This design comes from an exercise in tuning for small area on the open sky130 flow, not from production work. Only simulation tests tie the RTL to the original design; equivalence was not proved. Power and IR drop assume default switching activity. The flow treats the clock pin as an ideal source, which a real chip does not have.

## trial 43
==> module hb_frame_decoder, before the edit <==
module hb_frame_decoder #(
    parameter NUM_PIXELS = 32,
    parameter CAP        = 3 * NUM_PIXELS,
    parameter AW         = (CAP > 1) ? $clog2(CAP) : 1
) (
    input  wire          clk,
    input  wire          rst,
    input  wire          in_valid,
    input  wire [7:0]    in_data,
    output wire          in_ready,
    output reg           evt_valid,
    output reg  [2:0]    evt_code,
    output wire [15:0]   evt_len,
    input  wire [AW-1:0] pb_rd_addr,
    output wire [7:0]    pb_rd_data,
    output wire [2:0]    dbg_state
);
    localparam [2:0] ST_WAIT_MAGIC_1  = 3'd0;
    localparam [2:0] ST_WAIT_MAGIC_2  = 3'd1;
    localparam [2:0] ST_WAIT_LENGTH_1 = 3'd2;
    localparam [2:0] ST_WAIT_LENGTH_2 = 3'd3;
    localparam [2:0] ST_WAIT_DATA     = 3'd4;
    localparam [2:0] ST_WAIT_CHECKSUM = 3'd5;
    localparam [2:0] EV_NEED_MORE    = 3'd0;
    localparam [2:0] EV_ACCEPT       = 3'd1;
    localparam [2:0] EV_ERR_RESYNC   = 3'd2;
    localparam [2:0] EV_ERR_OVERFLOW = 3'd3;
    localparam [2:0] EV_ERR_CHECKSUM = 3'd4;
    reg [2:0] st;
    reg [6:0] len;
    reg [6:0] cnt;
    reg [7:0] csum;
    assign in_ready  = ~rst;
    assign dbg_state = st;
    assign evt_len   = {9'd0, (evt_code == EV_ACCEPT) ? len : 7'd0};
    wire consume = in_valid & ~rst;
    wire s_m1 = (st == ST_WAIT_MAGIC_1);
    wire s_m2 = (st == ST_WAIT_MAGIC_2);
    wire s_l1 = (st == ST_WAIT_LENGTH_1);
    wire s_l2 = (st == ST_WAIT_LENGTH_2);
    wire s_d  = (st == ST_WAIT_DATA);
    wire s_ck = (st == ST_WAIT_CHECKSUM);
    wire [6:0] cnt_inc = cnt + 7'd1;
    wire       cnt_full = cnt[6] & cnt[5];           
    wire       hi_nz    = |in_data;
    wire       ck_ok    = (in_data == csum);
    reg [2:0] nx_st;
    reg [2:0] nx_evt;
    always @(*) begin
        nx_st  = ST_WAIT_MAGIC_1;
        nx_evt = EV_NEED_MORE;
        case (st)
            ST_WAIT_MAGIC_1:
                nx_st = (in_data == 8'hFF) ? ST_WAIT_MAGIC_2 : ST_WAIT_MAGIC_1;
            ST_WAIT_MAGIC_2:
                if (in_data == 8'hAA) nx_st = ST_WAIT_LENGTH_1;
                else                  nx_evt = EV_ERR_RESYNC;
            ST_WAIT_LENGTH_1:
                nx_st = ST_WAIT_LENGTH_2;
            ST_WAIT_LENGTH_2:
                nx_st = (hi_nz | (|csum)) ? ST_WAIT_DATA : ST_WAIT_CHECKSUM;
            ST_WAIT_DATA:
                if (cnt_full)            nx_evt = EV_ERR_OVERFLOW;
                else if (cnt_inc == len) nx_st  = ST_WAIT_CHECKSUM;
                else                     nx_st  = ST_WAIT_DATA;
            ST_WAIT_CHECKSUM:
                nx_evt = ck_ok ? EV_ACCEPT : EV_ERR_CHECKSUM;
            default: ;
        endcase
    end
    always @(posedge clk) begin
        if (rst) begin
            st        <= ST_WAIT_MAGIC_1;
            evt_valid <= 1'b0;
            evt_code  <= EV_NEED_MORE;
        end else begin
            evt_valid <= consume;
            evt_code  <= consume ? nx_evt : EV_NEED_MORE;
            if (consume)
                st <= nx_st;
        end
    end
    always @(posedge clk) begin
        if (consume) begin
            csum <= (s_l1 | s_d) ? csum + in_data : 8'd0;
            cnt  <= s_l2 ? 7'd0 : cnt_inc;
            if (s_l2)
                len <= (hi_nz | csum[7]) ? 7'd127 : csum[6:0];
        end
    end
    wire commit = consume & s_ck & ck_ok;
    reg ph;
    always @(posedge clk)
        ph <= ~ph;
    reg  [7:0] st_x [0:CAP-1];
    reg  [7:0] pb_x [0:CAP-1];
    wire [7:0] din_x = in_data ^ {8{ph}};
    genvar gi;
    generate
        for (gi = 0; gi < CAP; gi = gi + 1) begin : g_buf
            wire in_frame = (gi < cnt);
            wire ce = commit & in_frame;
            wire [7:0] st_d, pb_d;
            always @(posedge clk) begin
                st_x[gi] <= st_d;
                pb_x[gi] <= pb_d;
            end
            genvar bi;
            for (bi = 0; bi < 8; bi = bi + 1) begin : g_bit
                hb_inv_mux u_st (.sel(~in_frame), .sel_n(in_frame), .a(din_x[bi]),    .b(st_x[gi][bi]), .y(st_d[bi]));
                hb_inv_mux u_pb (.sel(ce), .sel_n(~ce), .a(st_x[gi][bi]), .b(pb_x[gi][bi]), .y(pb_d[bi]));
            end
        end
    endgenerate
    wire [CAP-1:0] rsel;
    generate
        for (gi = 0; gi < CAP; gi = gi + 1) begin : g_rsel
            assign rsel[gi] = (pb_rd_addr == gi);
        end
    endgenerate
    wire [7:0] rd_x;
    generate
        for (gi = 0; gi < 8; gi = gi + 1) begin : g_rbit
            wire [CAP/3-1:0] t_n;
            genvar k;
            for (k = 0; k < CAP/3; k = k + 1) begin : g_t
                hb_aoi222 u (.a1(rsel[3*k]),   .a2(pb_x[3*k][gi]),
                             .b1(rsel[3*k+1]), .b2(pb_x[3*k+1][gi]),
                             .c1(rsel[3*k+2]), .c2(pb_x[3*k+2][gi]),
                             .y(t_n[k]));
            end
            assign rd_x[gi] = ~&t_n;
        end
    endgenerate
    assign pb_rd_data = rd_x ^ {8{ph}};
endmodule
Settings: LEC_CHECK=0, CAP_MARGIN=20, CORE_MARGIN=2, CORE_UTILIZATION=60, SLEW_MARGIN=20, SYNTH_HIERARCHICAL=1, SYNTH_MINIMUM_KEEP_SIZE=0; clock period 15.0 ns.
standard.sh (not shown) runs the stock make flow with config.mk's settings and CLKGATE_MAP_FILE= SYNTH_SCRIPT=/design/flow/synth_recipe.tcl, a recipe that flattens the netlist after the stock synthesis.
==> flow/flow/run.sh <==
#!/bin/bash
# Standard layout, with two changes: the clock tree uses larger sink
# clusters and no dummy loads, and ports are buffered with buf_1.
set -euo pipefail
export CTS_ARGS="-sink_clustering_enable -repair_clock_nets -sink_clustering_size 28 -sink_clustering_max_diameter 80 -buf_list sky130_fd_sc_hd__clkbuf_16 -dont_use_dummy_load"
export BUFFER_PORTS_ARGS="-buffer_cell sky130_fd_sc_hd__buf_1"
bash standard.sh > standard.log 2>&1
Setup changes, trial 43 to build 22
--- a/flow/design.v
+++ b/flow/design.v
@@ -96,20 +96,20 @@
     reg  [7:0] pb_x [0:CAP-1];
     wire [7:0] din_x = in_data ^ {8{ph}};
     genvar gi;
     generate
         for (gi = 0; gi < CAP; gi = gi + 1) begin : g_buf
-            wire in_frame = (gi < cnt);
-            wire ce = commit & in_frame;
+            wire we = (cnt == gi);
+            wire ce = commit & (gi < len);
             wire [7:0] st_d, pb_d;
             always @(posedge clk) begin
                 st_x[gi] <= st_d;
                 pb_x[gi] <= pb_d;
             end
             genvar bi;
             for (bi = 0; bi < 8; bi = bi + 1) begin : g_bit
-                hb_inv_mux u_st (.sel(~in_frame), .sel_n(in_frame), .a(din_x[bi]),    .b(st_x[gi][bi]), .y(st_d[bi]));
+                hb_inv_mux u_st (.sel(we), .sel_n(~we), .a(din_x[bi]),    .b(st_x[gi][bi]), .y(st_d[bi]));
                 hb_inv_mux u_pb (.sel(ce), .sel_n(~ce), .a(st_x[gi][bi]), .b(pb_x[gi][bi]), .y(pb_d[bi]));
             end
         end
     endgenerate
     wire [CAP-1:0] rsel;
### Flow results
In build 22 the cell area after placement turned out about 1.2% higher than in trial 43.
In the flow results for trial 43 and build 22, the top achievable clock speed is larger on trial 43.
Sort trial 43 and build 22 by sequential power desc -> top: build 22
Summary of build 22 over trial 43: global-route wire length before repair increased 14000 µm; non-clock buffer count went down by 21; sequential share of the synthesized area decreased by 1.1 points relative to the old numbers.
Diff build 22..trial 43 | required time of the critical path | negligible
A capture point of the critical path of pb_rd_data[7] is what trial 43 shows, while pb_rd_data[3] belongs to build 22.

run 1:
Another version of the RTL of hb_frame_decoder (not shown whole).
Size: about 4300 cells after synthesis, about 1600 flip-flops, roughly 50 I/O pins, roughly 48000 um^2 of cells after synthesis.
==> module hb_frame_decoder, before the edit <==
module hb_frame_decoder #(
    parameter NUM_PIXELS = 32,
    parameter CAP        = 3 * NUM_PIXELS,
    parameter AW         = (CAP > 1) ? $clog2(CAP) : 1
) (
    input  wire          clk,
    input  wire          rst,
    input  wire          in_valid,
    input  wire [7:0]    in_data,
    output wire          in_ready,
    output reg           evt_valid,
    output reg  [2:0]    evt_code,
    output wire [15:0]   evt_len,
    input  wire [AW-1:0] pb_rd_addr,
    output wire [7:0]    pb_rd_data,
    output wire [2:0]    dbg_state
);
    localparam [2:0] ST_WAIT_MAGIC_1  = 3'd0;
    localparam [2:0] ST_WAIT_MAGIC_2  = 3'd1;
    localparam [2:0] ST_WAIT_LENGTH_1 = 3'd2;
    localparam [2:0] ST_WAIT_LENGTH_2 = 3'd3;
    localparam [2:0] ST_WAIT_DATA     = 3'd4;
    localparam [2:0] ST_WAIT_CHECKSUM = 3'd5;
    localparam [2:0] EV_NEED_MORE    = 3'd0;
    localparam [2:0] EV_ACCEPT       = 3'd1;
    localparam [2:0] EV_ERR_RESYNC   = 3'd2;
    localparam [2:0] EV_ERR_OVERFLOW = 3'd3;
    localparam [2:0] EV_ERR_CHECKSUM = 3'd4;
    reg [2:0] st;
    reg [6:0] len;
    reg [6:0] cnt;
    reg [7:0] csum;
    assign in_ready  = ~rst;
    assign dbg_state = st;
    assign evt_len   = {9'd0, (evt_code == EV_ACCEPT) ? len : 7'd0};
    wire consume = in_valid & ~rst;
    wire s_l1 = (st == ST_WAIT_LENGTH_1);
    wire s_l2 = (st == ST_WAIT_LENGTH_2);
    wire s_d  = (st == ST_WAIT_DATA);
    wire s_ck = (st == ST_WAIT_CHECKSUM);
    wire [6:0] cnt_inc = cnt + 7'd1;
    wire       cnt_full = cnt[6] & cnt[5];           
    wire       hi_nz    = |in_data;
    wire       ck_ok    = (in_data == csum);
    reg [2:0] nx_st;
    reg [2:0] nx_evt;
    always @(*) begin
        nx_st  = ST_WAIT_MAGIC_1;
        nx_evt = EV_NEED_MORE;
        case (st)
            ST_WAIT_MAGIC_1:
                nx_st = (in_data == 8'hFF) ? ST_WAIT_MAGIC_2 : ST_WAIT_MAGIC_1;
            ST_WAIT_MAGIC_2:
                if (in_data == 8'hAA) nx_st = ST_WAIT_LENGTH_1;
                else                  nx_evt = EV_ERR_RESYNC;
            ST_WAIT_LENGTH_1:
                nx_st = ST_WAIT_LENGTH_2;
            ST_WAIT_LENGTH_2:
                nx_st = (hi_nz | (|csum)) ? ST_WAIT_DATA : ST_WAIT_CHECKSUM;
            ST_WAIT_DATA:
                if (cnt_full)            nx_evt = EV_ERR_OVERFLOW;
                else if (cnt_inc == len) nx_st  = ST_WAIT_CHECKSUM;
                else                     nx_st  = ST_WAIT_DATA;
            ST_WAIT_CHECKSUM:
                nx_evt = ck_ok ? EV_ACCEPT : EV_ERR_CHECKSUM;
            default: ;
        endcase
    end
    always @(posedge clk) begin
        if (rst) begin
            st        <= ST_WAIT_MAGIC_1;
            evt_valid <= 1'b0;
            evt_code  <= EV_NEED_MORE;
        end else begin
            evt_valid <= consume;
            evt_code  <= consume ? nx_evt : EV_NEED_MORE;
            if (consume)
                st <= nx_st;
        end
    end
    always @(posedge clk) begin
        if (consume) begin
            csum <= (s_l1 | s_d) ? csum + in_data : 8'd0;
            cnt  <= s_l2 ? 7'd0 : cnt_inc;
            if (s_l2)
                len <= (hi_nz | csum[7]) ? 7'd127 : csum[6:0];
        end
    end
    wire commit = consume & s_ck & ck_ok;
    reg ph;
    always @(posedge clk)
        ph <= ~ph;
    reg  [7:0] st_x [0:CAP-1];
    reg  [7:0] pb_x [0:CAP-1];
    wire [7:0] din_x = in_data ^ {8{ph}};
    genvar gi;
    generate
        for (gi = 0; gi < CAP; gi = gi + 1) begin : g_buf
            wire in_frame = (gi < cnt);
            wire ce = commit & in_frame;
            wire [7:0] st_d, pb_d;
            always @(posedge clk) begin
                st_x[gi] <= st_d;
                pb_x[gi] <= pb_d;
            end
            genvar bi;
            for (bi = 0; bi < 8; bi = bi + 1) begin : g_bit
                hb_inv_mux u_st (.sel(~in_frame), .sel_n(in_frame), .a(din_x[bi]),    .b(st_x[gi][bi]), .y(st_d[bi]));
                hb_inv_mux u_pb (.sel(ce), .sel_n(~ce), .a(st_x[gi][bi]), .b(pb_x[gi][bi]), .y(pb_d[bi]));
            end
        end
    endgenerate
    wire [CAP-1:0] rsel;
    generate
        for (gi = 0; gi < CAP; gi = gi + 1) begin : g_rsel
            assign rsel[gi] = (pb_rd_addr == gi);
        end
    endgenerate
    wire [7:0] rd_x;
    generate
        for (gi = 0; gi < 8; gi = gi + 1) begin : g_rbit
            wire [CAP/3-1:0] t_n;
            genvar k;
            for (k = 0; k < CAP/3; k = k + 1) begin : g_t
                hb_aoi222 u (.a1(rsel[3*k]),   .a2(pb_x[3*k][gi]),
                             .b1(rsel[3*k+1]), .b2(pb_x[3*k+1][gi]),
                             .c1(rsel[3*k+2]), .c2(pb_x[3*k+2][gi]),
                             .y(t_n[k]));
            end
            assign rd_x[gi] = ~&t_n;
        end
    endgenerate
    wire rd_ph = ph & ~(pb_rd_addr[6] & pb_rd_addr[5]);
    assign pb_rd_data = rd_x ^ {8{rd_ph}};
endmodule
export LEC_CHECK = 0
export CAP_MARGIN = 20
export CORE_MARGIN = 2
export CORE_UTILIZATION = 60
export SLEW_MARGIN = 20
export SYNTH_HIERARCHICAL = 1
export SYNTH_MINIMUM_KEEP_SIZE = 0
create_clock -name core_clock -period 15.0 [get_ports {clk}]
==> flow/flow/run.sh <==
#!/bin/bash
# Standard layout, with two changes: the clock tree uses larger sink
# clusters and no dummy loads, and ports are buffered with buf_1.
set -euo pipefail
export CTS_ARGS="-sink_clustering_enable -repair_clock_nets -sink_clustering_size 30 -sink_clustering_max_diameter 80 -buf_list sky130_fd_sc_hd__clkbuf_16 -dont_use_dummy_load"
export BUFFER_PORTS_ARGS="-buffer_cell sky130_fd_sc_hd__buf_1"
bash standard.sh > standard.log 2>&1
The following lists how run 2 was set up differently from run 1:
diff --git a/flow/design.v b/flow/design.v
--- a/flow/design.v
+++ b/flow/design.v
@@ -32,10 +32,12 @@
     reg [7:0] csum;
     assign in_ready  = ~rst;
     assign dbg_state = st;
     assign evt_len   = {9'd0, (evt_code == EV_ACCEPT) ? len : 7'd0};
     wire consume = in_valid & ~rst;
+    wire s_m1 = (st == ST_WAIT_MAGIC_1);
+    wire s_m2 = (st == ST_WAIT_MAGIC_2);
     wire s_l1 = (st == ST_WAIT_LENGTH_1);
     wire s_l2 = (st == ST_WAIT_LENGTH_2);
     wire s_d  = (st == ST_WAIT_DATA);
     wire s_ck = (st == ST_WAIT_CHECKSUM);
     wire [6:0] cnt_inc = cnt + 7'd1;
@@ -128,12 +130,11 @@
                              .y(t_n[k]));
             end
             assign rd_x[gi] = ~&t_n;
         end
     endgenerate
-    wire rd_ph = ph & ~(pb_rd_addr[6] & pb_rd_addr[5]);
-    assign pb_rd_data = rd_x ^ {8{rd_ph}};
+    assign pb_rd_data = rd_x ^ {8{ph}};
 endmodule
 module hb_inv_mux (
     input  wire sel,
     input  wire sel_n,
     input  wire a,
Results
- For run 2 and run 1, there was not a single run that failed to finish clean.
- Weighted congestion reported at the end of routability-driven placement came out higher on run 2 than on run 1.
- As far as achievable clock frequency is concerned, run 2 and run 1 perform about the same.
- Run 2 -> run 1: cell total after placement flat
- Going from run 1 to run 2, count of plain and timing-repair buffers in the layout rose about 2%, relative contribution of combinational cells to total power went up, cell count after synthesis now sits lower.
- There was hardly any difference in sequential share of layout area between run 1 and run 2.
- On final non-filler cell total, run 2 and run 1 are basically level.
- Worst hold slack for run 2: 0.0070 ns up relative to run 1
- There was hardly any difference in share of synthesized area spent on multiplexers between run 2 and run 1.
- Wire length on met2 in run 2 is 5.1% above run 1.

[afterwards: timing with drivers on the ports]
The flow's constraints put no driver on any port. The routed layouts listed below were extracted and timed again, unchanged, in two steps. Step 1 (the two cells are an assumption about what drives the block):
set clk [get_ports {clk}]
set_driving_cell -lib_cell sky130_fd_sc_hd__clkbuf_16 $clk
set_driving_cell -lib_cell sky130_fd_sc_hd__buf_2 [delete_from_list [all_inputs] $clk]
Step 2 moves the port delays by t, midway between the first and last clock arrival at a register: inputs arrive t later, outputs are due t later. That takes back most of the time a late clock gives input paths. Slacks: ideal ports / drivers / drivers and shift; pairs: ideal ports / drivers.
run | t (ns) | setup WS [ns] | hold slack, ns | worst slew at a driven data input, ns | pins driven straight from the clock port
trial 43 | 0.709 | 5.004 / 4.926 / 4.926 | 0.392 / 0.392 / 0.392 | 0.14 | 1
build 22 | 0.721 | 4.936 / 4.852 / 4.852 | 0.406 / 0.406 / 0.406 | 0.10 | 1
run 1 | 0.740 | 5.061 / 5.038 / 5.038 | 0.407 / 0.407 / 0.407 | 0.10 | 1
run 2 | 0.744 | 5.047 / 4.953 / 4.953 | 0.414 / 0.414 / 0.414 | 0.14 | 1
After both steps setup and hold are still met in every run listed. For run 2, which loses most, drivers alone change the setup slack by -0.094 ns; drivers and shift together by -0.094 ns.
